What follows belongs to an exercise in optimizing a design on an open flow for small area, a short achievable clock period and few clock cycles; a production flow would make more cautious choices.
RTL that was checked went through simulation tests only; none was proved equivalent to the original.
Only the layout flow was run in run 7; the RTL was not checked for function there.
Power is estimated from default activity; no workload was simulated.

==> flow/design.v <==
module pae_a_encoder (
    input  wire       clk,
    input  wire       rst,
    input  wire       start,
    input  wire [3:0] cfg_width,
    input  wire       cfg_swap,
    input  wire [1:0] cfg_mode,
    output wire       busy,
    output wire       done,
    input  wire       in_valid,
    input  wire [7:0] in_data,
    output wire       in_ready,
    output wire       out_valid,
    output wire [7:0] out_data,
    input  wire       out_ready
);
    reg        act;             
    reg        dn;              
    reg [3:0]  wm1;             
    reg [1:0]  md;
    reg        plane;
    reg        first;           
    reg        fin;             
    reg [2:0]  ca;              
    reg [3:0]  cb, cc;
    reg [7:0]  ib, ib2;
    reg        ibv, ib2v;
    reg        rle;             
    reg [12:0] m;               
    reg [1:0]  ph;              
    reg [7:0]  chk;
    reg [3:0]  cln;
    reg        cv;
    reg [14:0] acc;
    reg [3:0]  lvl;
    assign busy      = act;
    assign done      = dn;
    assign out_valid = lvl[3];
    assign out_data  = acc[14:7];
    assign in_ready  = act && !ib2v;
    wire [1:0] p0 = ib[7:6], p1 = ib[5:4], p2 = ib[3:2], p3 = ib[1:0];
    wire z0 = (p0 == 2'd0), z1 = (p1 == 2'd0), z2 = (p2 == 2'd0), z3 = (p3 == 2'd0);
    wire allz = z0 & z1 & z2 & z3;
    wire last = (ca == 3'd0) && (cb == 4'd0) && (cc == 4'd0);
    wire [2:0] lz = !z0 ? 3'd0 : !z1 ? 3'd1 : !z2 ? 3'd2 : !z3 ? 3'd3 : 3'd4;
    wire [10:0] mh = m[12:2];
    reg  [10:0] mhi;
    reg         all1;
    integer j;
    always @(*) begin
        all1 = 1'b1;
        for (j = 0; j < 11; j = j + 1) begin
            mhi[j] = mh[j] ^ all1;
            all1   = all1 & mh[j];
        end
    end
    wire        c  = lz[2] || (lz[1:0] == 2'd3 && m[1:0] != 2'd0) ||
                     (lz[1:0] == 2'd2 && m[1]) || (lz[1:0] == 2'd1 && m[1:0] == 2'd3);
    wire [1:0]  lo = m[1:0] + lz[1:0];
    wire [12:0] mp = {c ? mhi : mh, lo};
    wire        xo = c && ((mh[10:1] & ~mh[9:0]) == 10'd0);
    reg  [12:0] mt;             
    reg         above;
    always @(*) begin
        above = 1'b0;
        mt = 13'd0;
        for (j = 12; j >= 2; j = j - 1) begin
            mt[j] = m[j] && !above;
            above = above || m[j];
        end
        mt[1] = !above;
    end
    wire [12:0] kt  = xo ? {mt[11:0], 1'b0} : mt;
    wire        big = |kt[12:7];                              
    reg  [6:0]  qa;
    reg  [3:0]  ql;
    always @(*) begin
        qa = 7'd0; ql = 4'd0;
        for (j = 1; j <= 6; j = j + 1)
            if (kt[j]) begin
                qa = qa | (mp[6:0] << (7 - j));
                ql = ql | (j + 1);
            end
        for (j = 7; j <= 12; j = j + 1)
            if (kt[j]) begin
                qa = qa | (mp[12:6] << (13 - j));
                ql = ql | (j - 5);
            end
    end
    wire [7:0] rc  = xo ? {2'b10, qa[6:1]} : {1'b0, qa};
    wire [3:0] rcl = xo ? ql + 4'd1 : ql;
    reg [7:0] h0; reg [3:0] l0;
    reg [7:0] h1; reg [3:0] l1;
    reg [7:0] t1; reg [3:0] tl;
    always @(*) begin
        h0 = 8'd0; l0 = 4'd0;
        if (z0) begin
            if (!rle) l0 = 4'd2;
        end else begin
            h0 = {p0, 6'd0}; l0 = 4'd2;
        end
        if (z1) begin
            if (!z0) l0 = l0 + 4'd2;
        end else if (z0 && !rle) begin
            h0 = {4'b0000, p1, 2'b00}; l0 = 4'd6;              
        end else begin
            h0 = h0 | ({p1, 6'd0} >> l0); l0 = l0 + 4'd2;
        end
    end
    always @(*) begin
        h1 = 8'd0; l1 = 4'd0;
        if (z2) begin
            if (!z1) l1 = 4'd2;
        end else if (z1 && !(rle && z0)) begin
            h1 = {1'b0, z0, p2, 4'd0}; l1 = 4'd4;             
        end else begin
            h1 = {p2, 6'd0}; l1 = 4'd2;
        end
        if (z3) begin
            if (!z2) l1 = l1 + 4'd2;
        end else if (z2 && !(rle && z0 && z1)) begin
            if (z1 && z0) begin                                
                h1 = {4'b1000, p3, 2'b00}; l1 = 4'd6;          
            end else begin
                h1 = h1 | ({1'b0, z1, p3, 4'd0} >> l1); l1 = l1 + 4'd4;
            end
        end else begin
            h1 = h1 | ({p3, 6'd0} >> l1); l1 = l1 + 4'd2;
        end
        t1 = 8'd0; tl = 4'd0;
        if (z3 && !(rle && allz)) begin
            if (!z2) begin                                     
                if (last) tl = 4'd2;
            end else if (!z1) begin                            
                if (last) begin t1 = 8'b01_000000; tl = 4'd2; end
            end else if (!z0) begin                            
                if (last) begin t1 = 8'b1000_0000; tl = 4'd4; end
                else      begin t1 = 8'b1_0000000; tl = 4'd1; end
            end else begin                                     
                if (last) begin t1 = 8'b1001_0000; tl = 4'd4; end
                else      begin t1 = 8'b1_0000000; tl = 4'd1; end
            end
        end
        h1 = h1 | (t1 >> l1);
        l1 = l1 + tl;
    end
    wire [7:0] hb = h0 | (h1 >> l0);
    wire [3:0] lb = l0 + l1;
    reg lng;
    always @(*) begin
        case ({rle, last, z0, z1, z2, z3})
        6'b00_0010, 6'b00_0100, 6'b00_0101, 6'b00_1000, 6'b00_1001, 6'b00_1010,
        6'b01_0001, 6'b01_0010, 6'b01_0100, 6'b01_0101, 6'b01_1000, 6'b01_1001,
        6'b01_1010, 6'b01_1011, 6'b01_1101,
        6'b10_0010, 6'b10_0100, 6'b10_0101,
        6'b11_0001, 6'b11_0010, 6'b11_0100, 6'b11_0101:
            lng = 1'b1;
        default:
            lng = 1'b0;
        endcase
    end
    wire tail_st  = !first && ph == 2'd0 && rle && (!allz || last);
    wire zero_st  = !first && ph == 2'd0 && rle && allz && !last;
    wire short_st = !first && (ph[1] || (ph == 2'd0 && !rle));
    wire consume  = zero_st || (short_st && (ph == 2'd3 || !lng));
    reg  [7:0] ch;
    reg  [3:0] cl;
    always @(*) begin
        ch = 8'd0; cl = 4'd0;
        if (first) begin
            if (!plane)          begin ch = {!z0, 7'd0};              cl = 4'd1; end
            else if (md == 2'd0) begin ch = {1'b0, !z0, 6'd0};        cl = 4'd2; end
            else                 begin ch = {1'b1, md[1], !z0, 5'd0}; cl = 4'd3; end
        end else if (ph == 2'd1) begin
            ch = {m[5:0], 2'b00}; cl = 4'd6;
        end else if (tail_st) begin
            ch = rc; cl = rcl;
        end else if (zero_st) begin
            ch = {xo, 7'd0}; cl = {3'd0, xo};
        end else if (ph == 2'd3) begin
            ch = h1; cl = l1;
        end else if (lng) begin
            ch = h0; cl = l0;
        end else begin
            ch = hb; cl = lb;
        end
    end
    wire        pop   = lvl[3] && out_ready;
    wire        ins   = cv && (!lvl[3] || out_ready);
    wire [14:0] acc_s = pop ? {acc[6:0], 8'd0} : acc;
    wire [3:0]  lvl_s = pop ? {1'b0, lvl[2:0]} : lvl;
    wire [14:0] acc_n = ins ? (acc_s | ({chk, 7'd0} >> lvl[2:0])) : acc_s;
    wire [3:0]  lvl_a = ins ? (lvl_s + cln) : lvl_s;
    wire        fl    = fin && (!cv || ins);                  
    wire [3:0]  lvl_n = (fl && lvl_a != 4'd0 && !lvl_a[3]) ? 4'd8 : lvl_a;
    wire go   = act && !fin && ibv && (!cv || ins);
    wire take = go && consume;
    always @(posedge clk) begin
        if (rst) begin
            act  <= 1'b0;
            dn   <= 1'b0;
            lvl  <= 4'd0;
            ibv  <= 1'b0;
            ib2v <= 1'b0;
            cv   <= 1'b0;
        end else if (start && !act) begin
            act   <= 1'b1;
            dn    <= 1'b0;
            wm1   <= cfg_width - 4'd1;
            md    <= cfg_mode;
            ca    <= 3'd7;
            cb    <= cfg_width - 4'd1;
            cc    <= cfg_width - 4'd1;
            plane <= 1'b0;
            first <= 1'b1;
            fin   <= 1'b0;
            ph    <= 2'd0;
            ibv   <= 1'b0;
            ib2v  <= 1'b0;
            cv    <= 1'b0;
            acc   <= {cfg_width, cfg_width, cfg_swap, 6'd0};
            lvl   <= 4'd9;
        end else begin
            dn <= 1'b0;
            if (act) begin
                if (take) begin
                    if (ib2v) begin
                        ib   <= ib2;
                        ib2v <= 1'b0;
                    end else if (in_valid && in_ready) begin
                        ib   <= in_data;
                    end else begin
                        ibv  <= 1'b0;
                    end
                end else if (in_valid && in_ready) begin
                    if (ibv) begin
                        ib2  <= in_data;
                        ib2v <= 1'b1;
                    end else begin
                        ib   <= in_data;
                        ibv  <= 1'b1;
                    end
                end
                acc <= acc_n;
                lvl <= lvl_n;
                if (go) begin
                    chk <= ch;
                    cln <= cl;
                    cv  <= 1'b1;
                end else if (ins) begin
                    cv  <= 1'b0;
                end
                if (go) begin
                    if (first) begin
                        first <= 1'b0;
                        rle   <= z0;
                        m     <= 13'd1;
                    end else if (take) begin
                        ph <= 2'd0;
                        if (zero_st) begin
                            m <= mp;
                        end else begin
                            rle <= z3;
                            m   <= (!z3) ? 13'd1 : (!z2) ? 13'd2 : (!z1) ? 13'd3 :
                                   (!z0) ? 13'd4 : 13'd5;
                        end
                        ca <= ca - 3'd1;
                        if (ca == 3'd0) begin
                            cb <= cb - 4'd1;
                            if (cb == 4'd0) begin
                                cb <= wm1;
                                cc <= cc - 4'd1;
                                if (cc == 4'd0) cc <= wm1;
                            end
                        end
                        if (last) begin
                            if (!plane) begin
                                plane <= 1'b1;
                                first <= 1'b1;
                            end else begin
                                fin <= 1'b1;
                            end
                        end
                    end else if (tail_st) begin
                        m  <= mp;
                        ph <= big ? 2'd1 : 2'd2;
                    end else if (ph == 2'd1) begin
                        ph <= 2'd2;
                    end else begin
                        ph <= 2'd3;
                    end
                end
                if (fl && lvl_n == 4'd0) begin
                    act <= 1'b0;
                    dn  <= 1'b1;
                end
            end
        end
    end
endmodule
==> flow/run.sh <==
#!/bin/bash
# synth_recipe.tcl (not shown) runs the flow's synth.tcl, then flattens the netlist and writes it again
# the make line also repeats each setting of config.mk as NAME=value (left out here)
make -C /OpenROAD-flow-scripts/flow DESIGN_CONFIG=/design/flow/config.mk WORK_HOME=/design/flow/orfs CLKGATE_MAP_FILE= SYNTH_SCRIPT=/design/flow/synth_recipe.tcl finish
==> flow/constraint.sdc <==
create_clock -name core_clock -period 7.0 [get_ports {clk}]
set_input_delay 1.4000 -clock core_clock [delete_from_list [all_inputs] [get_ports {clk}]]
set_output_delay 1.4000 -clock core_clock [all_outputs]
set_load 0.01 [all_outputs]
==> flow/config.mk <==
export PLATFORM = sky130hd
export DESIGN_NAME = pae_a_encoder
export DESIGN_NICKNAME = pae_a_encoder
export VERILOG_FILES = /design/flow/design.v
export SDC_FILE = /design/flow/constraint.sdc
export NUM_CORES = 4
export LEC_CHECK = 0
export CAP_MARGIN = 20
export CORE_MARGIN = 2
export CORE_UTILIZATION = 40
export PLACE_DENSITY = 0.6
export SETUP_SLACK_MARGIN = 3.0
export SLEW_MARGIN = 20
==> notes.md, run 1 <==
max frequency=261.2 MHz; total DRC errors in the routed layout=0; Syn Inst Count=818; Power Dens Cells=159.0 mW/mm^2; clock latency of the later-clocked register in the worst-skew pair=0.36 ns; worst-case clock skew=0.01002 ns; total wire length after detailed routing=19590 um; average wire per standard cell=18.59 um; drt pass-1 iters=6; Ant. Diodes=0; FILL cells=1714; share of the yosys chip area belonging to registers=36.64%; root buffer cell=sky130_fd_sc_hd__clkbuf_16; CTS sink count=88; arrival time of data at the critical path endpoint=3.92 ns; Crit Path Class=reg2reg; Overall Power=1.252 mW; die height=136.0 um; combinational share of power=11.6%; synth top area cells=sky130_fd_sc_hd__edfxtp_1 (34%), sky130_fd_sc_hd__nand2_1 (5.2%), sky130_fd_sc_hd__a21oi_1 (4.7%); post-route ant nets=0; LEAKAGE=2.843 nW; Vias/cell=6.038; Area growth syn-to-layout=12.98%; power share of the clock group=39.4%; Final period util=54.70%; final setup vio count=0; peak supply drop=0.1273 mV; CTS H-tree depth=3; GRT Util Overall=21.50%; number of rows created at floorplan=48; Clk pin slew, worst setup/hold paths=0.07 ns; area share of the leading cell type in the synthesized netlist=34.05%; number of DRC markers in iteration 0=793; floorplan die area=0.01849 mm^2; count of max-cap constraint violations=0; layout cells sized above 1=10.13%; count of buffers inserted at the top-level ports=31; TritonCTS buffer count=9; final global-route overflow total=0; HPWL after detailed placement=13870 um; Hold Crit Class=reg2reg; library cell occupying the most area in the post-synthesis netlist=sky130_fd_sc_hd__edfxtp_1; kind of end point of the critical path=register; Syn Std Cell Area=0.006967 mm^2; most common flop cell mapped by yosys=sky130_fd_sc_hd__edfxtp_1; proportion of register bits with asynchronous set or reset after synthesis=0%; yosys warns=1; number of I/O pins=32; most used cells in the layout excluding fill and tap cells=sky130_fd_sc_hd__nand2_1 (97), sky130_fd_sc_hd__nor2_1 (83), sky130_fd_sc_hd__edfxtp_1 (79); vias after detailed routing=6364; sequential power share=49.0%; initial core utilization=40.56%; Pins Over Slew Limit=0; count of final hold-check violations=0; maximum number of pins on one net before global-route repair=32; time the worst path needs with I/O delays and setup=3.829 ns; switching share of power=26.13%; most common cell after layout, fill and taps aside=sky130_fd_sc_hd__nand2_1; net total in the final layout=872; unique cell type count in the Yosys netlist=80; unrepaired setup endpoints after global routing=true; Synth Register Bits=88; first-pass GRT wire length=31440 um; number of synthesized flops with an enable pin=79; critical path launch point type=register; core footprint=0.01718 mm^2; run status=complete, no violations; RD Place Congestion=0.9291; Synth Net Count=866; width of the die=136.0 um; clock tree from TritonCTS=done; number of buffers on the longest clock path=2; Worst EP required=7.09 ns; R2R Setup Slk=3.17 ns; worst-case headroom to the max-slew limit=48.12%; internal power=0.9245 mW; critical-path maximum fanout=13; number of global-route vias before repair=6002; transition at the pin with the smallest max-transition slack=0.7710 ns; initial antenna violation count=0; power spent charging and discharging nets=0.3270 mW; Avg Synthesized Cell Area=8.517 um^2; total negative slack for setup checks=0 ns
-- metal layers --
metal / global-route usage [%] / vias up / share of wire (%)
met4: 5.266 / 0 / 1.3
met2: 35.30 / 255 / 47
met1: 29.00 / 3038 / 46
li1: - / 3045 / -
met5: 0 / - / 0
met3: 4.549 / 26 / 6.3
-- Yosys cell counts (all sizes together) (20+ instances only) --
| cell type | n |
|---|---|
| buf | 21 |
| clkbuf | 42 |
| edfxtp | 79 |
| nor3 | 20 |
| nand2 | 98 |
| nand3 | 22 |
| nor2 | 87 |
| ha | 25 |
| a21oi | 66 |
| o21ai | 51 |
| mux2i | 26 |
| inv | 31 |
-- final timing paths --
check	start	end	cells past startpoint
worst max-delay path	m[3]$_SDFFCE_PP0P_	chk[5]$_DFFE_PP_	17
worst min-delay path	ibv$_SDFFE_PN0P_	ibv$_SDFFE_PN0P_	2
worst max register to register	m[3]$_SDFFCE_PP0P_	chk[5]$_DFFE_PP_	17
worst min register to register	ibv$_SDFFE_PN0P_	ibv$_SDFFE_PN0P_	2
-- worst max-delay path: stages, from the launching register on --
cell and delay, ns:
sky130_fd_sc_hd__edfxtp_1 0.36, sky130_fd_sc_hd__buf_4 0.20, sky130_fd_sc_hd__ha_1 0.21, sky130_fd_sc_hd__ha_1 0.19, sky130_fd_sc_hd__ha_1 0.19, sky130_fd_sc_hd__ha_1 0.18
sky130_fd_sc_hd__ha_1 0.19, sky130_fd_sc_hd__ha_1 0.18, sky130_fd_sc_hd__ha_1 0.21, sky130_fd_sc_hd__ha_4 0.24, sky130_fd_sc_hd__nand2_1 0.07, sky130_fd_sc_hd__a31oi_1 0.05
sky130_fd_sc_hd__a311oi_1 0.22, sky130_fd_sc_hd__o2111ai_1 0.18, sky130_fd_sc_hd__a222oi_1 0.39, sky130_fd_sc_hd__o2111ai_1 0.22, sky130_fd_sc_hd__o21ai_1 0.18, sky130_fd_sc_hd__o211ai_1 0.11
-- per-stage QoR --
step | hold slack, ns | std cells | area [um^2] | utilization (%) | worst slack, ns
after floorplan | 0.4710 | 818 | 6967 | - | 3.341
final | 0.5169 | 1054 | 7871 | 45.83 | 3.171
after detailed placement | 0.5036 | 1018 | 7333 | 42.69 | 2.542
after global routing | 0.5538 | 1054 | 7871 | 45.83 | 2.953
after CTS | 0.5145 | 1038 | 7681 | 44.72 | 3.011
after global placement | 0.5096 | 1018 | 7333 | 42.69 | 2.636
-- flip-flops by register name, summed over array words and instances, names as in the netlist, 3 cells and up --
signal,count
acc,15
ca,3
cb,4
cc,4
chk,8
cln,4
ib,8
ib2,8
lvl,4
m,13
wm1,4
-- power groups by stage --
stage               clock (mW)  sequential (mW)  combinational [mW]
global placement             0            0.625               0.141
detailed placement           0            0.625               0.141
finish                   0.493            0.613               0.145
global route             0.524            0.616               0.161
floorplan                    0            0.613               0.105
CTS                      0.502            0.613               0.143
-- cells by family (layout without fill, tap and decap cells) --
| family | after synthesis | in the layout | synth area share [%] |
|---|---|---|---|
| AND/OR/NAND/NOR | 325 | 325 | 23.04 |
| AO/OA/AOI/OAI | 235 | 236 | 22.27 |
| buffers and inverters | 94 | 104 | 5.837 |
| flip-flops | 88 | 88 | 36.64 |
| multiplexers | 36 | 36 | 5.352 |
| adder cells (fa/ha/maj) | 28 | 28 | 5.352 |
| XOR/XNOR | 12 | 12 | 1.509 |
-- timing repair --
action                     CTS  global route
cloned                       1             0
resized for setup            4            16
setup buffers                3            16
pin swaps                    1             6
setup endpoints to repair   27            37
hold buffers                 0             0
-- area by class of cell --
class	instances	area, um^2	area share [%]
inverter	31	120.1	1.526
timing repair buffer	57	509.2	6.470
clock buffer	10	250.2	3.179
sequential	88	2552	32.43
multi-input combinational	637	4109	52.20
tap	225	281.5	3.577
clock inverter	6	48.80	0.6199
Testbench counts, summed over its fixed seeds: cycles 57,578.
==> run 2: changes to the inputs <==
--- a/flow/config.mk
+++ b/flow/config.mk
@@ -7,2 +7,3 @@
 export LEC_CHECK = 0
+export ABC_CLOCK_PERIOD_IN_PS = 3000
 export CAP_MARGIN = 20
==> run 2 against run 1 <==
  * Final area stayed put
  * Still clean
  * Area after synthesis stayed put
  * Critical path depth stayed put
  * Clock-buffer cell count stayed put
  * Total power stayed put
  * Die area stayed put
  * Routed wire length stayed put
  * Largest cell class unchanged
  * Via count stayed put
  * Critical path type unchanged
  * Clock skew stayed put
  * Sequential share of layout area stayed put
==> notes.md, run 2 <==
run status=complete, no violations; count of buffers inserted at the top-level ports=31; Crit Path Class=reg2reg; number of synthesized flops with an enable pin=79; power share of the clock group=39.4%; source of the worst hold timing path=ibv$_SDFFE_PN0P_; proportion of register bits with asynchronous set or reset after synthesis=0%; most common cell after layout, fill and taps aside=sky130_fd_sc_hd__nand2_1; max frequency=261.2 MHz; CTS sink count=88; LEAKAGE=2.843 nW; reg-to-reg critical path startpoint=m[3]$_SDFFCE_PP0P_; share of the yosys chip area belonging to registers=36.64%; root buffer cell=sky130_fd_sc_hd__clkbuf_16; sequential power share=49.0%; time the worst path needs with I/O delays and setup=3.829 ns; GRT Util Overall=21.50%; kind of end point of the critical path=register; yosys warns=1; most common flop cell mapped by yosys=sky130_fd_sc_hd__edfxtp_1; peak supply drop=0.1273 mV; area share of the leading cell type in the synthesized netlist=34.05%; RD Place Congestion=0.9291; number of rows created at floorplan=48; Ant. Diodes=0; Area growth syn-to-layout=12.98%; total DRC errors in the routed layout=0; Hold Buf Count CTS=0; power spent charging and discharging nets=0.3270 mW; first-pass GRT wire length=31440 um; die height=136.0 um; R2R Setup Slk=3.17 ns; number of buffers on the longest clock path=2; Power Dens Cells=159.0 mW/mm^2; number of I/O pins=32; core footprint=0.01718 mm^2; unique cell type count in the Yosys netlist=80; library cell occupying the most area in the post-synthesis netlist=sky130_fd_sc_hd__edfxtp_1; Largest register FFs=15; CTS H-tree depth=3; Clk pin slew, worst setup/hold paths=0.07 ns; HPWL after detailed placement=13870 um; critical-path maximum fanout=13; synth top area cells=sky130_fd_sc_hd__edfxtp_1 (34%), sky130_fd_sc_hd__nand2_1 (5.2%), sky130_fd_sc_hd__a21oi_1 (4.7%); critical path launch point type=register; number of global-route vias before repair=6002; largest registers=acc (15), m (13); initial core utilization=40.56%; transition at the pin with the smallest max-transition slack=0.7710 ns; total wire length after detailed routing=19590 um; final global-route overflow total=0; worst-case clock skew=0.01002 ns; most used cells in the layout excluding fill and tap cells=sky130_fd_sc_hd__nand2_1 (97), sky130_fd_sc_hd__nor2_1 (83), sky130_fd_sc_hd__edfxtp_1 (79); layout cells sized above 1=10.13%; drt pass-1 iters=6; Synth Net Count=866; Synth Register Bits=88; clock latency of the later-clocked register in the worst-skew pair=0.36 ns; internal power=0.9245 mW; unrepaired setup endpoints after global routing=true; Pins Over Slew Limit=0; library cell with the highest instance count after synthesis=sky130_fd_sc_hd__nand2_1; number of DRC markers in iteration 0=793; utilization after layout=45.83%; count of final hold-check violations=0; Syn Inst Count=818; worst-case headroom to the max-slew limit=48.12%; initial antenna violation count=0; TritonCTS buffer count=9; count of max-cap constraint violations=0; post-route ant nets=0; Synth top cells by count=sky130_fd_sc_hd__nand2_1 (97), sky130_fd_sc_hd__nor2_1 (85), sky130_fd_sc_hd__edfxtp_1 (79); final setup vio count=0; vias after detailed routing=6364; Critical Path Source=m[3]$_SDFFCE_PP0P_; Hold Crit Class=reg2reg; Worst EP required=7.09 ns; total negative slack for setup checks=0 ns; net total in the final layout=872; Vias/cell=6.038; clock tree from TritonCTS=done; floorplan die area=0.01849 mm^2; average wire per standard cell=18.59 um; Final period util=54.70%; Avg Synthesized Cell Area=8.517 um^2; register name with the most flops=acc; arrival time of data at the critical path endpoint=3.92 ns; combinational share of power=11.6%; maximum number of pins on one net before global-route repair=32; width of the die=136.0 um; switching share of power=26.13%; Syn Std Cell Area=0.006967 mm^2
-- run 2: logic make-up (layout without fill, tap and decap cells) --
family / count (synthesis) / count (layout) / share of synthesized area (%)
xor gates and xnor gates: 12 / 12 / 1.509
AOI/OAI and AO/OA: 235 / 236 / 22.27
buffers and inverters: 94 / 104 / 5.837
muxes: 36 / 36 / 5.352
and+or+nand+nor: 325 / 325 / 23.04
DFF: 88 / 88 / 36.64
adders and majority gates: 28 / 28 / 5.352
-- run 2: worst paths after layout --
check,end,depth (start not counted)
hold reg to reg,ibv$_SDFFE_PN0P_,2
hold / removal,ibv$_SDFFE_PN0P_,2
setup reg to reg,chk[5]$_DFFE_PP_,17
setup / recovery,chk[5]$_DFFE_PP_,17
-- run 2: power groups by stage --
| stage | clock network (mW) | registers, mW | logic [mW] |
|---|---|---|---|
| final | 0.493 | 0.613 | 0.145 |
| after global routing | 0.524 | 0.616 | 0.161 |
| after CTS | 0.502 | 0.613 | 0.143 |
| after detailed placement | 0 | 0.625 | 0.141 |
| after global placement | 0 | 0.625 | 0.141 |
| after floorplan | 0 | 0.613 | 0.105 |
-- run 2: metrics by stage --
| stage | hold slack, ns | cell area, um^2 | std cells | worst slack (ns) | total power [mW] |
|---|---|---|---|---|---|
| floorplan | 0.4710 | 6967 | 818 | 3.341 | 0.7175 |
| global placement | 0.5096 | 7333 | 1018 | 2.636 | 0.7653 |
| CTS | 0.5145 | 7681 | 1038 | 3.011 | 1.258 |
| finish | 0.5169 | 7871 | 1054 | 3.171 | 1.252 |
| detailed placement | 0.5036 | 7333 | 1018 | 2.542 | 0.7659 |
| global route | 0.5538 | 7871 | 1054 | 2.953 | 1.301 |
-- run 2: timing repair --
action | CTS | global route
pin swaps | 1 | 6
resized for setup | 4 | 16
endpoints found under the setup margin | 27 | 37
setup buffers | 3 | 16
cloned | 1 | 0
-- run 2: critical path: stages, from the launching register on --
cell                        delay [ns]
sky130_fd_sc_hd__edfxtp_1         0.36
sky130_fd_sc_hd__buf_4            0.20
sky130_fd_sc_hd__ha_1             0.21
sky130_fd_sc_hd__ha_1             0.19
sky130_fd_sc_hd__ha_1             0.19
sky130_fd_sc_hd__ha_1             0.18
sky130_fd_sc_hd__ha_1             0.19
sky130_fd_sc_hd__ha_1             0.18
sky130_fd_sc_hd__ha_1             0.21
sky130_fd_sc_hd__ha_4             0.24
sky130_fd_sc_hd__nand2_1          0.07
sky130_fd_sc_hd__a31oi_1          0.05
sky130_fd_sc_hd__a311oi_1         0.22
sky130_fd_sc_hd__o2111ai_1        0.18
sky130_fd_sc_hd__a222oi_1         0.39
sky130_fd_sc_hd__o2111ai_1        0.22
sky130_fd_sc_hd__o21ai_1          0.18
sky130_fd_sc_hd__o211ai_1         0.11
-- run 2: per-layer routing --
metal / GRT usage (%) / vias up / share of wire (%)
met3: 4.549 / 26 / 6.3
met1: 29.00 / 3038 / 46
li1: - / 3045 / -
met2: 35.30 / 255 / 47
met5: 0 / - / 0
met4: 5.266 / 0 / 1.3
-- run 2: area by class of cell --
class	count	area, um^2
inverters	31	120.1
multi-input cells	637	4109
well taps	225	281.5
fillers	1714	9305
flip-flops and latches	88	2552
clock inverters	6	48.80
repair buffers	57	509.2
clock buffers	10	250.2
==> run 3: changes to the inputs <==
--- a/flow/config.mk
+++ b/flow/config.mk
@@ -7,3 +7,2 @@
 export LEC_CHECK = 0
-export ABC_CLOCK_PERIOD_IN_PS = 3000
 export CAP_MARGIN = 20
@@ -12,3 +11,3 @@
 export PLACE_DENSITY = 0.6
-export SETUP_SLACK_MARGIN = 3.0
+export SETUP_SLACK_MARGIN = 4.4
 export SLEW_MARGIN = 20
==> run 3 against run 2 <==
  * Still clean on timing, DRC and antenna
  * Fmax rose by 4.7%
  * First-iteration DRC count fell by 6.4%
  * Via count rose by 13%
  * Total power rose by 5.7%
  * Routed wire length rose by 23%
  * Die area did not move
  * Largest cell class unchanged
  * Highest routed layer unchanged
==> notes.md, run 3 <==
critical-path maximum fanout=2; critical path launch point type=register; width of the die=136.0 um; post-route ant nets=0; Syn Inst Count=818; R2R Setup Slk=3.34 ns; number of rows created at floorplan=48; total DRC errors in the routed layout=0; Power Dens Cells=138.5 mW/mm^2; worst-case headroom to the max-slew limit=48.22%; CTS sink count=88; sequential power share=46.1%; HPWL after detailed placement=15080 um; max frequency=273.5 MHz; core footprint=0.01718 mm^2; clock tree from TritonCTS=done; drt pass-1 iters=5; library cell with the highest instance count after synthesis=sky130_fd_sc_hd__nand2_1; transition at the pin with the smallest max-transition slack=0.7708 ns; clock latency of the later-clocked register in the worst-skew pair=0.36 ns; Syn Std Cell Area=0.006967 mm^2; root buffer cell=sky130_fd_sc_hd__clkbuf_16; TritonCTS buffer count=9; net total in the final layout=980; synth top area cells=sky130_fd_sc_hd__edfxtp_1 (34%), sky130_fd_sc_hd__nand2_1 (5.2%), sky130_fd_sc_hd__a21oi_1 (4.7%); most common flop cell mapped by yosys=sky130_fd_sc_hd__edfxtp_1; Avg Synthesized Cell Area=8.517 um^2; Ant. Diodes=0; Pins Over Slew Limit=0; GRT Util Overall=25.83%; number of global-route vias before repair=6687; register name with the most flops=acc; CTS H-tree depth=3; initial antenna violation count=0; maximum number of pins on one net before global-route repair=24; power share of the clock group=39.1%; number of synthesized flops with an enable pin=79; proportion of register bits with asynchronous set or reset after synthesis=0%; run status=complete, no violations; floorplan die area=0.01849 mm^2; yosys warns=1; first-pass GRT wire length=36850 um; power spent charging and discharging nets=0.3511 mW; die height=136.0 um; initial core utilization=40.56%; number of DRC markers in iteration 0=742; peak supply drop=0.1368 mV; area share of the leading cell type in the synthesized netlist=34.05%; switching share of power=26.53%; combinational share of power=14.8%; library cell occupying the most area in the post-synthesis netlist=sky130_fd_sc_hd__edfxtp_1; count of max-cap constraint violations=0; most used cells in the layout excluding fill and tap cells=sky130_fd_sc_hd__buf_4 (108), sky130_fd_sc_hd__nand2_1 (87), sky130_fd_sc_hd__edfxtp_1 (79); average wire per standard cell=20.74 um; final setup vio count=0; Vias/cell=6.184; Crit Path Class=reg2reg; total wire length after detailed routing=24100 um; worst-case clock skew=0.01303 ns; total negative slack for setup checks=0 ns; Synth Register Bits=88; internal power=0.9723 mW; Final period util=52.24%; count of buffers inserted at the top-level ports=31; final global-route overflow total=0; Largest register FFs=15; utilization after layout=55.65%; Hold Crit Class=reg2reg; Synth Net Count=866; largest registers=acc (15), m (13); RD Place Congestion=0.9302; time the worst path needs with I/O delays and setup=3.657 ns; unique cell type count in the Yosys netlist=80; layout cells sized above 1=32.87%; Clk pin slew, worst setup/hold paths=0.07 ns; FILL cells=1546; vias after detailed routing=7186; unrepaired setup endpoints after global routing=true; count of final hold-check violations=0; LEAKAGE=3.573 nW; share of the yosys chip area belonging to registers=36.64%; Worst EP required=7.07 ns; number of I/O pins=32; number of buffers on the longest clock path=2; arrival time of data at the critical path endpoint=3.73 ns; Synth top cells by count=sky130_fd_sc_hd__nand2_1 (97), sky130_fd_sc_hd__nor2_1 (85), sky130_fd_sc_hd__edfxtp_1 (79); kind of end point of the critical path=register; Area growth syn-to-layout=37.19%; most common cell after layout, fill and taps aside=sky130_fd_sc_hd__buf_4
-- run 3: cell counts after synthesis --
Identical to the previous run, type by type.
-- run 3: repair_timing --
item / CTS / global route
endpoints found under the setup margin: 156 / 123
buffers inserted: 85 / 39
cloned: 6 / 2
hold buffers: 0 / 0
gates resized for setup: 116 / 75
pin swaps: 55 / 48
-- run 3: area by class of cell --
class	count	area [um^2]	area share [%]
clock inverter	6	73.82	0.7724
multi-input combinational	641	4887	51.13
sequential	88	2566	26.85
inverter	31	132.6	1.388
timing repair buffer	160	1369	14.32
clock buffer	10	239.0	2.500
tap	225	281.5	2.945
timing repair inverter	1	8.758	0.09164
-- run 3: critical path: stages, from the launching register on --
cell and delay [ns]:
sky130_fd_sc_hd__edfxtp_1 0.47, sky130_fd_sc_hd__ha_4 0.21, sky130_fd_sc_hd__ha_4 0.16, sky130_fd_sc_hd__ha_4 0.17, sky130_fd_sc_hd__ha_4 0.16, sky130_fd_sc_hd__ha_4 0.15
sky130_fd_sc_hd__ha_4 0.15, sky130_fd_sc_hd__ha_4 0.15, sky130_fd_sc_hd__ha_4 0.22, sky130_fd_sc_hd__nand2_2 0.07, sky130_fd_sc_hd__a31oi_2 0.04, sky130_fd_sc_hd__a311oi_1 0.24
sky130_fd_sc_hd__o2111ai_1 0.21, sky130_fd_sc_hd__a222oi_1 0.46, sky130_fd_sc_hd__o2111ai_2 0.23, sky130_fd_sc_hd__o21ai_1 0.17, sky130_fd_sc_hd__o211ai_1 0.13
-- run 3: cell families (layout without fill, tap and decap cells) --
group,Yosys count,count (layout),share of synthesized area [%]
AOI/OAI and AO/OA,235,240,22.27
xor gates and xnor gates,12,12,1.509
adders and majority gates,28,28,5.352
buffers and inverters,94,208,5.837
DFF,88,88,36.64
muxes,36,36,5.352
and+or+nand+nor,325,325,23.04
-- run 3: layer usage --
| layer | GRT usage (%) | wire (um) |
|---|---|---|
| met1 | 33.32 | 10200 |
| met4 | 9.838 | 761 |
| met2 | 43.01 | 11660 |
| met3 | 4.847 | 1485 |
| met5 | 0 | 0 |
-- run 3: final timing paths --
kind / from / endpoint / cells past startpoint
worst max-delay path: m[2]$_SDFFCE_PP0P_ / chk[5]$_DFFE_PP_ / 16
worst min-delay path: ibv$_SDFFE_PN0P_ / ibv$_SDFFE_PN0P_ / 2
worst max register to register: m[2]$_SDFFCE_PP0P_ / chk[5]$_DFFE_PP_ / 16
worst min register to register: ibv$_SDFFE_PN0P_ / ibv$_SDFFE_PN0P_ / 2
-- run 3: through the flow --
stage	power (mW)	instance area, um^2	instances	worst slack, ns	hold slack (ns)
final	1.323	9558	1162	3.343	0.5314
after detailed placement	0.7750	7537	1014	2.507	0.5121
after global routing	1.365	9558	1162	3.259	0.5615
after CTS	1.306	8932	1121	3.359	0.5293
after floorplan	0.7259	7268	818	3.715	0.4756
after global placement	0.7725	7537	1014	2.654	0.4973
-- run 3: power groups by stage --
| stage | logic, mW | registers, mW | clock network, mW |
|---|---|---|---|
| after CTS | 0.175 | 0.611 | 0.521 |
| after global routing | 0.211 | 0.612 | 0.542 |
| after detailed placement | 0.150 | 0.625 | 0 |
| final | 0.196 | 0.611 | 0.517 |
| after global placement | 0.148 | 0.624 | 0 |
| after floorplan | 0.112 | 0.614 | 0 |
==> run 4: changes to the inputs <==
--- a/flow/config.mk
+++ b/flow/config.mk
@@ -11,3 +11,3 @@
 export PLACE_DENSITY = 0.6
-export SETUP_SLACK_MARGIN = 4.4
+export SETUP_SLACK_MARGIN = 3.6
 export SLEW_MARGIN = 20
==> run 4 against run 3 <==
  * Sequential cell count did not move
  * Clock skew fell by 0.0032 ns
  * Critical path depth did not move
  * Still clean on timing, DRC and antenna
  * Clock-buffer cell count fell by 1
  * Global-route usage fell by 2.9 points
  * Combinational power fell by 17%
  * Fmax rose by 0.46%
  * Area after synthesis did not move
==> notes.md, run 4 <==
last element of the critical path=chk[5]$_DFFE_PP_; number of global-route vias before repair=6259; TritonCTS buffer count=9; combinational share of power=13.1%; FILL cells=1626; root buffer cell=sky130_fd_sc_hd__clkbuf_16; switching share of power=26.76%; Final WS setup=3.360 ns; area share of the leading cell type in the synthesized netlist=34.05%; clock tree from TritonCTS=done; most common flop cell mapped by yosys=sky130_fd_sc_hd__edfxtp_1; width of the die=136.0 um; synth top area cells=sky130_fd_sc_hd__edfxtp_1 (34%), sky130_fd_sc_hd__nand2_1 (5.2%), sky130_fd_sc_hd__a21oi_1 (4.7%); unrepaired setup endpoints after global routing=true; critical path launch point type=register; sequential power share=49.3%; critical-path maximum fanout=2; kind of end point of the critical path=register; total wire length after detailed routing=21230 um; run status=complete, no violations; worst path cell trace=ha_2, ha_4, ha_4, ha_4, ha_4, ha_4, ha_4, ha_4, nand2_2, a31oi_1, a311oi_1, o2111ai_1, a222oi_1, o2111ai_2, o21ai_2, o211ai_1; time the worst path needs with I/O delays and setup=3.640 ns; net total in the final layout=927; unique cell type count in the Yosys netlist=80; reg-to-reg critical path startpoint=m[2]$_SDFFCE_PP0P_; total DRC errors in the routed layout=0; number of cells on the worst reg-to-reg path=16; Pins Over Slew Limit=0; library cell occupying the most area in the post-synthesis netlist=sky130_fd_sc_hd__edfxtp_1; arrival time of data at the critical path endpoint=3.72 ns; minimum hold slack=0.5197 ns; total negative slack for setup checks=0 ns; final setup vio count=0; Critical Path Source=m[2]$_SDFFCE_PP0P_; most frequent cell on the critical path=sky130_fd_sc_hd__ha_4; RD Place Congestion=0.9376; initial antenna violation count=0; post-route ant nets=0; first-pass GRT wire length=33290 um; worst-case headroom to the max-slew limit=52.30%; endpoint of the most critical register-to-register path=chk[5]$_DFFE_PP_; yosys warns=1; utilization after layout=51.27%; library cell with the highest instance count after synthesis=sky130_fd_sc_hd__nand2_1; Vias/cell=6.096; floorplan die area=0.01849 mm^2; Ant. Diodes=0; Worst EP required=7.08 ns; Area growth syn-to-layout=26.40%; transition at the pin with the smallest max-transition slack=0.7139 ns; average wire per standard cell=19.15 um; final global-route overflow total=0; core footprint=0.01718 mm^2; Syn Std Cell Area=0.006967 mm^2; count of buffers inserted at the top-level ports=31; largest registers=acc (15), m (13); Multi-input gate area=0.004594 mm^2; clock latency of the later-clocked register in the worst-skew pair=0.36 ns; Largest register FFs=15; proportion of register bits with asynchronous set or reset after synthesis=0%; CTS H-tree depth=3; peak supply drop=0.1274 mV; Hold Crit Class=reg2reg; power share of the clock group=37.7%; most common cell after layout, fill and taps aside=sky130_fd_sc_hd__nand2_1; count of max-cap constraint violations=0; number of DRC markers in iteration 0=779; Seq. cell area=0.002554 mm^2; count of final hold-check violations=0; share of the yosys chip area belonging to registers=36.64%; die height=136.0 um; Power Dens Cells=141.4 mW/mm^2; vias after detailed routing=6760; initial core utilization=40.56%; Final period util=52.00%; CP peak stage delay=0.47 ns; Synth Net Count=866; Syn Inst Count=818; most used cells in the layout excluding fill and tap cells=sky130_fd_sc_hd__nand2_1 (91), sky130_fd_sc_hd__nor2_1 (79), sky130_fd_sc_hd__edfxtp_1 (79); maximum number of pins on one net before global-route repair=25; power spent charging and discharging nets=0.3332 mW; Setup WS pre-CTS=2.134 ns; Avg Synthesized Cell Area=8.517 um^2; worst-case clock skew=0.009793 ns; standard cell with the maximum stage delay on the critical path=sky130_fd_sc_hd__a222oi_1; internal power=0.9122 mW; LEAKAGE=3.167 nW; R2R Setup Slk=3.36 ns; layout cells sized above 1=23.19%; Overall Power=1.245 mW; GRT Util Overall=22.93%; HPWL after detailed placement=13910 um; number of synthesized flops with an enable pin=79; Synth top cells by count=sky130_fd_sc_hd__nand2_1 (97), sky130_fd_sc_hd__nor2_1 (85), sky130_fd_sc_hd__edfxtp_1 (79); Clk pin slew, worst setup/hold paths=0.07 ns; max frequency=274.7 MHz; register name with the most flops=acc; Crit Path Class=reg2reg; number of rows created at floorplan=48; number of buffers on the longest clock path=2; CTS sink count=88; number of I/O pins=32; drt pass-1 iters=6; Synth Register Bits=88
==> run 4: power by group through the flow <==
stage / combinational (mW) / sequential, mW / clock, mW
final: 0.163 / 0.614 / 0.469
after global routing: 0.178 / 0.616 / 0.499
after CTS: 0.156 / 0.613 / 0.479
after detailed placement: 0.142 / 0.625 / 0
after global placement: 0.142 / 0.625 / 0
after floorplan: 0.106 / 0.613 / 0
==> run 4: how the worst min path moves through the flow <==
stage	startpoint	slack, ns	cells after the start	end
finish	ibv$_SDFFE_PN0P_	0.52	2	ibv$_SDFFE_PN0P_
floorplan	ibv$_SDFFE_PN0P_	0.47	2	ibv$_SDFFE_PN0P_
detailed placement	ibv$_SDFFE_PN0P_	0.51	2	ibv$_SDFFE_PN0P_
CTS	ibv$_SDFFE_PN0P_	0.52	2	ibv$_SDFFE_PN0P_
global route	ibv$_SDFFE_PN0P_	0.55	2	ibv$_SDFFE_PN0P_
global placement	ibv$_SDFFE_PN0P_	0.50	2	ibv$_SDFFE_PN0P_
==> run 4: critical path, delay by kind of cell (launching register included) <==
kind | cells | cell delay [ns]
compound gates | 7 | 1.52
flops | 1 | 0.42
simple gates | 1 | 0.06
fa+ha+maj | 8 | 1.39
==> run 4: stage by stage <==
step	std cells	cell area, um^2
3_5_place_dp	1014	7333
3_3_place_gp	1014	7325
5_1_grt	1109	8806
2_1_floorplan	818	7014
4_1_cts	1087	8446
6_report	1109	8806
==> run 4: final cells by class <==
cell class                 instances  area share (%)
multi-input combinational        638           52.17
sequential                        88           29.00
timing repair buffer             111           11.05
tap                              225           3.197
clock buffer                       9           2.558
inverter                          31           1.392
clock inverter                     7          0.6252
==> run 4: repair_timing <==
item,in CTS,in global routing
pin swaps,39,31
resized for setup,79,45
hold buffers,0,0
setup endpoints to repair,94,74
gates cloned,2,0
hold endpoints to repair,0,0
setup buffers,55,22
==> run 4: metal layers <==
| layer | part of all wire, % | GRT usage [%] | routed length, um | vias up |
|---|---|---|---|---|
| met5 | 0 | 0 | 0 | - |
| met2 | 47 | 37.35 | 9916 | 327 |
| met4 | 3.9 | 9.606 | 832 | 0 |
| li1 | - | - | - | 3164 |
| met3 | 6.5 | 4.474 | 1387 | 67 |
| met1 | 43 | 29.81 | 9097 | 3202 |
==> run 4: logic make-up after synthesis <==
group                    Yosys count  synth area share (%)
AND/OR/NAND/NOR                  325                 23.04
AO/OA/AOI/OAI                    235                 22.27
buffers and inverters             94                 5.837
flip-flops                        88                 36.64
multiplexers                      36                 5.352
adder cells (fa/ha/maj)           28                 5.352
XOR/XNOR                          12                 1.509
==> run 5: changes to the inputs <==
--- a/flow/config.mk
+++ b/flow/config.mk
@@ -11,3 +11,2 @@
 export PLACE_DENSITY = 0.6
-export SETUP_SLACK_MARGIN = 3.6
 export SLEW_MARGIN = 20
==> run 5 against run 4 <==
  * Worst setup slack got worse by 0.50 ns
  * Sequential power about the same
  * Global-route usage decreased by 1.7 points
  * Combinational power decreased by 13%
  * Critical endpoint is now chk[2]$_SDFFCE_PP0P_
  * Highest routed layer unchanged
==> notes.md, run 5 <==
run status=complete, no violations; combinational share of power=11.4%; critical path launch point type=register; peak supply drop=0.1268 mV; final global-route overflow total=0; FILL cells=1736; time the worst path needs with I/O delays and setup=4.138 ns; mux contribution to synthesized area=5.352%; minimum hold slack=0.5184 ns; simple-gate portion of the synthesized area=23.04%; Syn Inst Count=818; number of I/O pins=32; share of the yosys chip area belonging to registers=36.64%; kind of end point of the critical path=register; number of rows created at floorplan=48; utilization after layout=44.43%; max frequency=241.7 MHz; Ant. Diodes=0; power spent charging and discharging nets=0.3239 mW; total negative slack for setup checks=0 ns; Seq. cell area=0.002552 mm^2; number of global-route vias before repair=5949; Synth Net Count=866; HPWL after detailed placement=13870 um; standard cell with the maximum stage delay on the critical path=sky130_fd_sc_hd__a21oi_4; core footprint=0.01718 mm^2; number of buffers on the longest clock path=2; Worst EP required=7.10 ns; Synth Register Bits=88; complex-gate fraction of the synthesized area=22.27%; layout cells sized above 1=6.304%; Area growth syn-to-layout=9.555%; most common flop cell mapped by yosys=sky130_fd_sc_hd__edfxtp_1; Power Dens Cells=163.4 mW/mm^2; unique cell type count in the Yosys netlist=80; worst-case clock skew=0.01085 ns; clock tree from TritonCTS=done; initial core utilization=40.56%; Avg Synthesized Cell Area=8.517 um^2; # Post-CTS Setup Buffers=0; Gates resized, CTS repair=0; GRT Util Overall=21.25%; Hold Buf Count CTS=0; CTS sink count=88; transition at the pin with the smallest max-transition slack=0.9885 ns; proportion of register bits with asynchronous set or reset after synthesis=0%; Clk pin slew, worst setup/hold paths=0.07 ns; post-route ant nets=0; initial antenna violation count=0; sequential power share=49.2%; Syn Std Cell Area=0.006967 mm^2; vias after detailed routing=6227; library cell with the highest instance count after synthesis=sky130_fd_sc_hd__nand2_1; Vias/cell=6.022; net total in the final layout=852; floorplan die area=0.01849 mm^2; library cell occupying the most area in the post-synthesis netlist=sky130_fd_sc_hd__edfxtp_1; Hold Crit Class=reg2reg; CTS H-tree depth=3; number of DRC markers in iteration 0=723; XOR/XNOR Fraction of Synth Area=1.509%; Multi-input gate area=0.004020 mm^2; total DRC errors in the routed layout=0; most common cell after layout, fill and taps aside=sky130_fd_sc_hd__nand2_1; average wire per standard cell=18.42 um; largest registers=acc (15), m (13); width of the die=136.0 um; register name with the most flops=acc; Synth top cells by count=sky130_fd_sc_hd__nand2_1 (97), sky130_fd_sc_hd__nor2_1 (85), sky130_fd_sc_hd__edfxtp_1 (79); power share of the clock group=39.4%; most used cells in the layout excluding fill and tap cells=sky130_fd_sc_hd__nand2_1 (97), sky130_fd_sc_hd__nor2_1 (85), sky130_fd_sc_hd__edfxtp_1 (79); die height=136.0 um; count of final hold-check violations=0; first-pass GRT wire length=31170 um; dominant combinational cell family by area after synthesis=simple AND/OR/NAND/NOR gates; Largest register FFs=15; RD Place Congestion=0.9291; CP top delay family=compound AO/OA/AOI/OAI gates; drt pass-1 iters=6; clock latency of the later-clocked register in the worst-skew pair=0.36 ns; Final period util=59.11%; yosys warns=1; critical-path maximum fanout=25; switching share of power=25.98%; worst path cell trace=or2_2, ha_1, or3_1, a311o_1, a21oi_4, nor2_2, a311oi_1, o221ai_1, a21o_1, a221o_1; TritonCTS buffer count=9; adder and majority cell fraction of the synthesized area=5.352%; total wire length after detailed routing=19050 um; sum of buffers and inverters on the critical path=0; Pins Over Slew Limit=0; maximum number of pins on one net before global-route repair=32; count of buffers inserted at the top-level ports=31; area share of the leading cell type in the synthesized netlist=34.05%; synth top area cells=sky130_fd_sc_hd__edfxtp_1 (34%), sky130_fd_sc_hd__nand2_1 (5.2%), sky130_fd_sc_hd__a21oi_1 (4.7%); arrival time of data at the critical path endpoint=4.24 ns; count of max-cap constraint violations=0; internal power=0.9229 mW; Crit Path Class=reg2reg; CP peak stage delay=0.54 ns; root buffer cell=sky130_fd_sc_hd__clkbuf_16; number of synthesized flops with an enable pin=79; final setup vio count=0; worst-case headroom to the max-slew limit=33.93%; LEAKAGE=2.725 nW; unrepaired setup endpoints after global routing=false
[run 5: cell count changes in the layout (fill, tap and decap cells not counted), sizes merged]
cell	delta
a21oi	-1
clkbuf	+1
clkinvlp	-2
a21o	-1
inv	+1
buf	-73
[run 5: through the flow]
step	instance area (um^2)	setup slack [ns]	instances	power [mW]
global placement	7333	2.636	1018	0.7653
detailed placement	7333	2.542	1018	0.7659
CTS	7632	2.878	1034	1.257
finish	7632	2.862	1034	1.247
global route	7632	2.623	1034	1.298
floorplan	6967	3.341	818	0.7175
[run 5: worst min-delay path, cell delays in order (launching register included)]
cell and delay (ns):
sky130_fd_sc_hd__dfxtp_1 0.35, sky130_fd_sc_hd__nand2_1 0.07, sky130_fd_sc_hd__a21oi_1 0.06
[run 5: logic make-up after synthesis]
group                    count (synthesis)
buffers and inverters                   94
AO/OA/AOI/OAI                          235
flip-flops                              88
AND/OR/NAND/NOR                        325
adder cells (fa/ha/maj)                 28
XOR/XNOR                                12
multiplexers                            36
[run 5: power by group through the flow]
stage	Sequential, mW	Clock [mW]	Combinational [mW]
2_1_floorplan	0.613	0	0.105
3_3_place_gp	0.625	0	0.141
3_5_place_dp	0.625	0	0.141
4_1_cts	0.613	0.502	0.142
5_1_grt	0.616	0.524	0.158
6_report	0.613	0.492	0.142
[run 5: area by class of cell]
class	instances	area share, %
Multi-Input combinational cell	636	52.67
Sequential cell	88	33.44
Timing Repair Buffer	38	4.754
Tap cell	225	3.689
Clock buffer	10	3.279
Inverter	31	1.525
Clock inverter	6	0.6393
[run 5: routing by layer]
layer	track usage (%)	wire (um)	part of all wire [%]
met5	0	0	0
met4	5.266	327	1.7
met3	4.325	1270	6.7
met2	34.60	8753	46
met1	29.00	8697	46
[run 5: worst paths after layout]
check,startpoint,to,slack (ns),cells after the start
worst min-delay path,ibv$_SDFFE_PN0P_,ibv$_SDFFE_PN0P_,0.52,2
worst max-delay path,ib[0]$_DFFE_PP_,chk[2]$_SDFFCE_PP0P_,2.86,10
worst max register to register,ib[0]$_DFFE_PP_,chk[2]$_SDFFCE_PP0P_,2.86,10
worst min register to register,ibv$_SDFFE_PN0P_,ibv$_SDFFE_PN0P_,0.52,2
==> run 6: changes to the inputs <==
--- a/flow/config.mk
+++ b/flow/config.mk
@@ -9,4 +9,5 @@
 export CORE_MARGIN = 2
-export CORE_UTILIZATION = 40
-export PLACE_DENSITY = 0.6
+export CORE_UTILIZATION = 60
+export PLACE_DENSITY = 0.75
+export SETUP_SLACK_MARGIN = 3.0
 export SLEW_MARGIN = 20
==> run 6 against run 5 <==
  * Still clean on timing, DRC and antenna
  * Final cell count is 5.6% lower
  * Synthesized cell count is the same
  * Clock power is 5.7% higher
  * Global-route usage increased by 12 points
  * Critical path depth rose by 2
  * Core utilization increased by 24 points
  * Fmax rose by 4.2%
  * Sequential share of layout area is 0.77 points lower
  * Area after synthesis unchanged
  * Sequential cell count stayed put
  * Register-to-register slack improved by 0.17 ns
  * Critical endpoint is now cln[2]$_SDFFCE_PP0P_
  * Largest cell class unchanged
==> notes.md, run 6 <==
critical path launch point type=register; LEAKAGE=2.869 nW; vias after detailed routing=6753; Power Dens Cells=164.4 mW/mm^2; average wire per standard cell=21.44 um; critical-path maximum fanout=18; Vias/cell=6.919; R2R Setup Slk=3.03 ns; library cell occupying the most area in the post-synthesis netlist=sky130_fd_sc_hd__edfxtp_1; Avg Synthesized Cell Area=8.517 um^2; clock latency of the later-clocked register in the worst-skew pair=0.36 ns; number of buffers on the longest clock path=2; most common flop cell mapped by yosys=sky130_fd_sc_hd__edfxtp_1; count of buffers inserted at the top-level ports=31; maximum number of pins on one net before global-route repair=32; total negative slack for setup checks=0 ns; Pins Over Slew Limit=0; Crit Path Class=reg2reg; peak supply drop=0.2345 mV; Synth top cells by count=sky130_fd_sc_hd__nand2_1 (97), sky130_fd_sc_hd__nor2_1 (85), sky130_fd_sc_hd__edfxtp_1 (79); Overall Power=1.284 mW; core footprint=0.01137 mm^2; number of cells on the worst reg-to-reg path=12; CTS sink count=88; register name with the most flops=acc; Clk pin slew, worst setup/hold paths=0.07 ns; Ant. Diodes=0; HPWL after detailed placement=14400 um; hold-critical path depth=2; layer with the highest usage=met2; Syn Std Cell Area=0.006967 mm^2; reg-to-reg critical path startpoint=m[11]$_SDFFCE_PP0P_; total wire length after detailed routing=20920 um; post-route ant nets=0; unique cell type count in the Yosys netlist=80; share of the yosys chip area belonging to registers=36.64%; run status=complete, no violations; net total in the final layout=876; TritonCTS buffer count=9; final setup vio count=0; final global-route overflow total=0; library cell with the highest instance count after synthesis=sky130_fd_sc_hd__nand2_1; arrival time of data at the critical path endpoint=4.06 ns; number of global-route vias before repair=6292; most used cells in the layout excluding fill and tap cells=sky130_fd_sc_hd__nand2_1 (97), sky130_fd_sc_hd__nor2_1 (83), sky130_fd_sc_hd__edfxtp_1 (79); most common cell after layout, fill and taps aside=sky130_fd_sc_hd__nand2_1; Synth Register Bits=88; drt pass-1 iters=8; number of rows created at floorplan=39; max frequency=251.9 MHz; number of synthesized flops with an enable pin=79; grt met1 use=43.95%; proportion of register bits with asynchronous set or reset after synthesis=0%; Global Route met3 Usage=6.260%; Final period util=56.72%; largest registers=acc (15), m (13); Largest register FFs=15; time the worst path needs with I/O delays and setup=3.970 ns; Synth Net Count=866; RD Place Congestion=1.021; number of DRC markers in iteration 0=1068; root buffer cell=sky130_fd_sc_hd__clkbuf_16; Area growth syn-to-layout=12.14%; number of I/O pins=32; worst-case clock skew=0.008801 ns; Syn Inst Count=818; FILL cells=956; count of final hold-check violations=0; Hold Crit Class=reg2reg; Endpoint, Worst Hold=ibv$_SDFFE_PN0P_; area share of the leading cell type in the synthesized netlist=34.05%; layout cells sized above 1=9.604%; synth top area cells=sky130_fd_sc_hd__edfxtp_1 (34%), sky130_fd_sc_hd__nand2_1 (5.2%), sky130_fd_sc_hd__a21oi_1 (4.7%); worst-case headroom to the max-slew limit=30.13%; clock tree from TritonCTS=done; Seq. cell area=0.002552 mm^2; Final WS setup=3.030 ns; yosys warns=1; die height=111.8 um; Worst EP required=7.09 ns; Setup WS pre-CTS=2.647 ns; Multi-input gate area=0.004106 mm^2; count of max-cap constraint violations=0; endpoint of the most critical register-to-register path=cln[2]$_SDFFCE_PP0P_; minimum hold slack=0.5208 ns; initial antenna violation count=0; source of the worst hold timing path=ibv$_SDFFE_PN0P_; kind of end point of the critical path=register; GRT Util Overall=33.24%; utilization after layout=68.71%; total DRC errors in the routed layout=0; grt met2 use=53.66%; CTS H-tree depth=3; unrepaired setup endpoints after global routing=true; floorplan die area=0.01249 mm^2; width of the die=111.8 um; transition at the pin with the smallest max-transition slack=1.045 ns; initial core utilization=61.27%; first-pass GRT wire length=33110 um
run 6: worst max path at each step:
stage	slack (ns)	start	to
4_1_cts	3.01	m[2]$_SDFFCE_PP0P_	chk[5]$_DFFE_PP_
3_5_place_dp	2.65	ib[0]$_DFFE_PP_	cln[1]$_DFFE_PP_
3_3_place_gp	2.81	start	m[12]$_SDFFCE_PP0P_
5_1_grt	2.88	m[2]$_SDFFCE_PP0P_	chk[5]$_DFFE_PP_
6_report	3.03	m[11]$_SDFFCE_PP0P_	cln[2]$_SDFFCE_PP0P_
2_1_floorplan	3.34	cb[0]$_DFFE_PP_	ib[0]$_DFFE_PP_
run 6: kinds of logic after synthesis:
family	Yosys count	share of synthesized area (%)
and+or+nand+nor	325	23.04
AOI/OAI and AO/OA	235	22.27
buffers and inverters	94	5.837
DFF	88	36.64
muxes	36	5.352
adders and majority gates	28	5.352
xor gates and xnor gates	12	1.509
run 6: layout make-up:
class / instances / share of cell area, %
Timing Repair Buffer: 60 / 6.919
Clock buffer: 11 / 2.979
Multi-Input combinational cell: 638 / 52.56
Tap cell: 143 / 2.290
Inverter: 31 / 1.537
Sequential cell: 88 / 32.67
Clock inverter: 5 / 1.041
run 6: per-stage QoR:
stage / cell area [um^2] / instances
global route: 7812 / 976
floorplan: 6967 / 818
global placement: 7216 / 934
CTS: 7569 / 952
detailed placement: 7216 / 934
finish: 7812 / 976
run 6: worst max-delay path, stage by stage, from the launching register on:
cell and delay, ns:
sky130_fd_sc_hd__edfxtp_1 0.80, sky130_fd_sc_hd__nand2b_1 0.22, sky130_fd_sc_hd__and4_1 0.27, sky130_fd_sc_hd__nand3_1 0.60, sky130_fd_sc_hd__or4_1 0.67, sky130_fd_sc_hd__a21oi_2 0.32
sky130_fd_sc_hd__inv_1 0.11, sky130_fd_sc_hd__nand3_1 0.11, sky130_fd_sc_hd__ha_1 0.16, sky130_fd_sc_hd__nand2_1 0.07, sky130_fd_sc_hd__xnor2_1 0.16, sky130_fd_sc_hd__a21oi_1 0.15
sky130_fd_sc_hd__nor2_1 0.05
run 6: what timing repair did:
item,in CTS,in global routing
pin swaps,2,2
gates resized for setup,5,12
endpoints found under the hold margin,0,0
buffers inserted,1,23
gates cloned,1,1
endpoints found under the setup margin,17,40
hold buffers,0,0
run 6: layer usage:
layer | wire length [um] | vias to the layer above | part of all wire [%]
li1 | - | 3053 | -
met1 | 8187 | 3216 | 39
met2 | 10020 | 406 | 48
met3 | 1918 | 78 | 9.2
met4 | 799 | 0 | 3.8
met5 | 0 | - | 0
run 6: power breakdown:
part | internal, mW | switching [mW]
clock network | 0.313 | 0.207
logic | 0.0652 | 0.0847
registers | 0.594 | 0.0205
total | 0.972 | 0.312
==> run 7: changes to the inputs <==
--- a/flow/design.v
+++ b/flow/design.v
@@ -47,10 +47,7 @@
     reg  [10:0] mhi;
-    reg         all1;
     integer j;
     always @(*) begin
-        all1 = 1'b1;
-        for (j = 0; j < 11; j = j + 1) begin
-            mhi[j] = mh[j] ^ all1;
-            all1   = all1 & mh[j];
-        end
+        mhi[0] = !mh[0];
+        for (j = 1; j < 11; j = j + 1)
+            mhi[j] = mh[j] ^ (&(mh | ~((11'd1 << j) - 11'd1)));
     end
--- a/flow/config.mk
+++ b/flow/config.mk
@@ -9,4 +9,4 @@
 export CORE_MARGIN = 2
-export CORE_UTILIZATION = 60
-export PLACE_DENSITY = 0.75
+export CORE_UTILIZATION = 40
+export PLACE_DENSITY = 0.6
 export SETUP_SLACK_MARGIN = 3.0
==> run 7 against run 6 <==
  * Register-to-register slack better by 0.10 ns
  * Core utilization down 23 points
  * Area after synthesis up 1.2%
  * Final area up 1.6%
  * Fmax up 2.7%
  * Total power up 0.63%
  * Routed wire length down 6.4%
  * Non-clock buffer count down 5
  * Critical path type unchanged
  * Highest routed layer unchanged
==> notes.md, run 7 <==
Vias/cell=6.090; HPWL after detailed placement=13930 um; vias after detailed routing=6401; Final period util=55.25%; number of DRC markers in iteration 0=732; proportion of register bits with asynchronous set or reset after synthesis=0%; critical-path maximum fanout=7; sequential power share=47.3%; Clk pin slew, worst setup/hold paths=0.07 ns; source of the worst hold timing path=ib2[2]$_DFFE_PP_; arrival time of data at the critical path endpoint=3.97 ns; total wire length after detailed routing=19590 um; transition at the pin with the smallest max-transition slack=0.9484 ns; Synth Register Bits=88; CTS H-tree depth=3; number of rows created at floorplan=48; area share of the leading cell type in the synthesized netlist=33.63%; Power Dens Cells=162.8 mW/mm^2; final setup vio count=0; yosys warns=1; count of final hold-check violations=0; fin area=0.007936 mm^2; total DRC errors in the routed layout=0; share of the yosys chip area belonging to registers=36.19%; unrepaired setup endpoints after global routing=true; Pins Over Slew Limit=0; RD Place Congestion=0.9267; maximum number of pins on one net before global-route repair=28; core footprint=0.01730 mm^2; number of I/O pins=32; total negative slack for setup checks=0 ns; initial antenna violation count=0; Crit Path Class=reg2reg; drt pass-1 iters=6; initial core utilization=40.78%; TritonCTS buffer count=9; instance area after placement=0.007393 mm^2; first-pass GRT wire length=31420 um; Syn Std Cell Area=0.007053 mm^2; max frequency=258.6 MHz; floorplan die area=0.01871 mm^2; Worst EP required=7.10 ns; utilization after layout=45.88%; hold-critical path depth=1; minimum hold slack=0.5278 ns; library cell occupying the most area in the post-synthesis netlist=sky130_fd_sc_hd__edfxtp_1; peak supply drop=0.1211 mV; switching share of power=24.61%; CTS sink count=88; most common cell after layout, fill and taps aside=sky130_fd_sc_hd__nor2_1; combinational share of power=11.7%; net total in the final layout=864; die height=136.8 um; Hold Crit Class=reg2reg; synth top area cells=sky130_fd_sc_hd__edfxtp_1 (34%), sky130_fd_sc_hd__nor2_1 (4.8%), sky130_fd_sc_hd__a21oi_1 (4.3%); number of synthesized flops with an enable pin=79; time the worst path needs with I/O delays and setup=3.867 ns; kind of end point of the critical path=register; most used cells in the layout excluding fill and tap cells=sky130_fd_sc_hd__nor2_1 (90), sky130_fd_sc_hd__edfxtp_1 (79), sky130_fd_sc_hd__nand2_1 (75); final global-route overflow total=0; Syn Inst Count=819; clock tree from TritonCTS=done; endpoint of the most critical register-to-register path=cln[3]$_SDFFCE_PP0P_; worst-case headroom to the max-slew limit=36.29%; number of global-route vias before repair=5953; Synth Net Count=862; register name with the most flops=acc; Largest register FFs=15; width of the die=136.8 um; library cell with the highest instance count after synthesis=sky130_fd_sc_hd__nor2_1; number of buffers on the longest clock path=2; post-route ant nets=0; LEAKAGE=2.702 nW; root buffer cell=sky130_fd_sc_hd__clkbuf_16; Synth top cells by count=sky130_fd_sc_hd__nor2_1 (91), sky130_fd_sc_hd__edfxtp_1 (79), sky130_fd_sc_hd__nand2_1 (75); power share of the clock group=41.0%; worst-case clock skew=0.008795 ns; GRT Util Overall=21.54%; R2R Setup Slk=3.13 ns; Area growth syn-to-layout=12.52%; count of buffers inserted at the top-level ports=31; post-layout instance count excluding filler cells=1051; Avg Synthesized Cell Area=8.612 um^2; number of cells on the worst reg-to-reg path=12; critical path launch point type=register; Endpoint, Worst Hold=ib[2]$_DFFE_PP_; power spent charging and discharging nets=0.3181 mW; reg-to-reg critical path startpoint=ib[2]$_DFFE_PP_; largest registers=acc (15), m (13); total placed cells including tap cells=1018; count of max-cap constraint violations=0; average wire per standard cell=18.64 um; run status=complete, no violations; Ant. Diodes=0; layout cells sized above 1=10.90%; most common flop cell mapped by yosys=sky130_fd_sc_hd__edfxtp_1; internal power=0.9741 mW; unique cell type count in the Yosys netlist=87; clock latency of the later-clocked register in the worst-skew pair=0.36 ns
run 7: cell families (layout without fill, tap and decap cells):
group / Yosys count / in the layout / share of synthesized area (%)
simple gates: 327 / 327 / 24.00
mux: 31 / 31 / 4.595
compound gates: 233 / 233 / 21.91
flops: 88 / 88 / 36.19
fa+ha+maj: 23 / 23 / 4.400
buf+inv: 97 / 104 / 6.209
xor+xnor: 20 / 20 / 2.697
run 7: worst max-delay path by stage:
stage,from,end,slack [ns],cells past startpoint
6_report,ib[2]$_DFFE_PP_,cln[3]$_SDFFCE_PP0P_,3.13,12
5_1_grt,ib[1]$_DFFE_PP_,cln[1]$_DFFE_PP_,2.96,14
4_1_cts,ib[0]$_DFFE_PP_,cln[1]$_DFFE_PP_,3.02,14
3_5_place_dp,start,m[8]$_SDFFCE_PP0P_,2.50,7
3_3_place_gp,start,m[9]$_SDFFCE_PP0P_,2.17,7
2_1_floorplan,cb[0]$_DFFE_PP_,ib[0]$_DFFE_PP_,3.09,11
run 7: power by group through the flow:
stage	registers, mW	clock network, mW	logic [mW]
floorplan	0.613	0	0.106
finish	0.611	0.529	0.152
CTS	0.612	0.535	0.146
global placement	0.624	0	0.142
detailed placement	0.624	0	0.144
global route	0.614	0.554	0.169
run 7: worst max-delay path, cell delays in order (launching register included):
cell and delay [ns]:
sky130_fd_sc_hd__edfxtp_1 0.46, sky130_fd_sc_hd__buf_4 0.17, sky130_fd_sc_hd__nor4_2 0.64, sky130_fd_sc_hd__nor2_1 0.11
sky130_fd_sc_hd__ha_1 0.31, sky130_fd_sc_hd__o31ai_1 0.35, sky130_fd_sc_hd__fa_1 0.53, sky130_fd_sc_hd__fa_1 0.46
sky130_fd_sc_hd__a21oi_1 0.15, sky130_fd_sc_hd__nor2_1 0.05, sky130_fd_sc_hd__a31o_2 0.21, sky130_fd_sc_hd__nand2_1 0.07
sky130_fd_sc_hd__a21oi_1 0.08
run 7: final cells by class:
class,instances,area (um^2)
fill,1719,9360
multi-input combinational,634,4160
sequential,88,2552
timing repair buffer,55,494.2
tap,225,281.5
clock buffer,10,229.0
inverter,33,127.6
clock inverter,6,91.34
run 7: what timing repair did:
item	4_1_cts	5_1_grt
hold endpoints to repair	0	0
buffers inserted	2	15
hold buffers	0	0
gates resized for setup	10	9
endpoints found under the setup margin	27	10
run 7: metrics by stage:
step	setup WS (ns)	power, mW
floorplan	3.092	0.7191
global placement	2.172	0.7661
detailed placement	2.504	0.7675
CTS	3.016	1.293
global route	2.960	1.337
finish	3.133	1.292
run 7: layer usage:
layer  vias to the layer above  GRT usage (%)  share of wire [%]
li1                       3054              -                  -
met1                      3034          29.58                 45
met2                       283          33.61                 46
met3                        30          3.667                6.8
met4                         0          8.877                2.1
met5                         -              0                  0

-- separate check: timing with driven ports --
The results above use ideal ports. As a check the final layouts listed here were re-extracted and re-timed, cells and wires unchanged. Step 1 assumes that a clkbuf_16 drives the clock port and a buf_2 every other input. Step 2 times the ports against the registers' clock, not the clock port: input delays grow and output delays shrink by t, the midpoint of the rising clock arrivals with the driver on. a / b / c = no drivers / after step 1 / after step 2; a / b = the first two.
| run | shift t [ns] | setup WS [ns] | slew at the worst register clock pin (ns) | worst data-port slew with drivers (ns) |
|---|---|---|---|---|
| run 1 | 0.396 | 3.171 / 3.171 / 3.029 | 0.07 / 0.07 | 0.04 |
| run 2 | 0.396 | 3.171 / 3.171 / 3.029 | 0.07 / 0.07 | 0.04 |
| run 3 | 0.393 | 3.343 / 3.343 / 3.343 | 0.07 / 0.07 | 0.05 |
| run 4 | 0.397 | 3.360 / 3.360 / 3.357 | 0.07 / 0.07 | 0.04 |
| run 5 | 0.395 | 2.862 / 2.862 / 2.539 | 0.07 / 0.07 | 0.04 |
| run 6 | 0.396 | 3.030 / 3.030 / 3.017 | 0.07 / 0.07 | 0.04 |
| run 7 | 0.401 | 3.133 / 3.133 / 2.851 | 0.07 / 0.07 | 0.04 |
After both steps setup and hold are still met in every run listed. For run 5, which loses most, drivers alone change the setup slack by 0.000 ns; drivers and shift together by -0.323 ns.
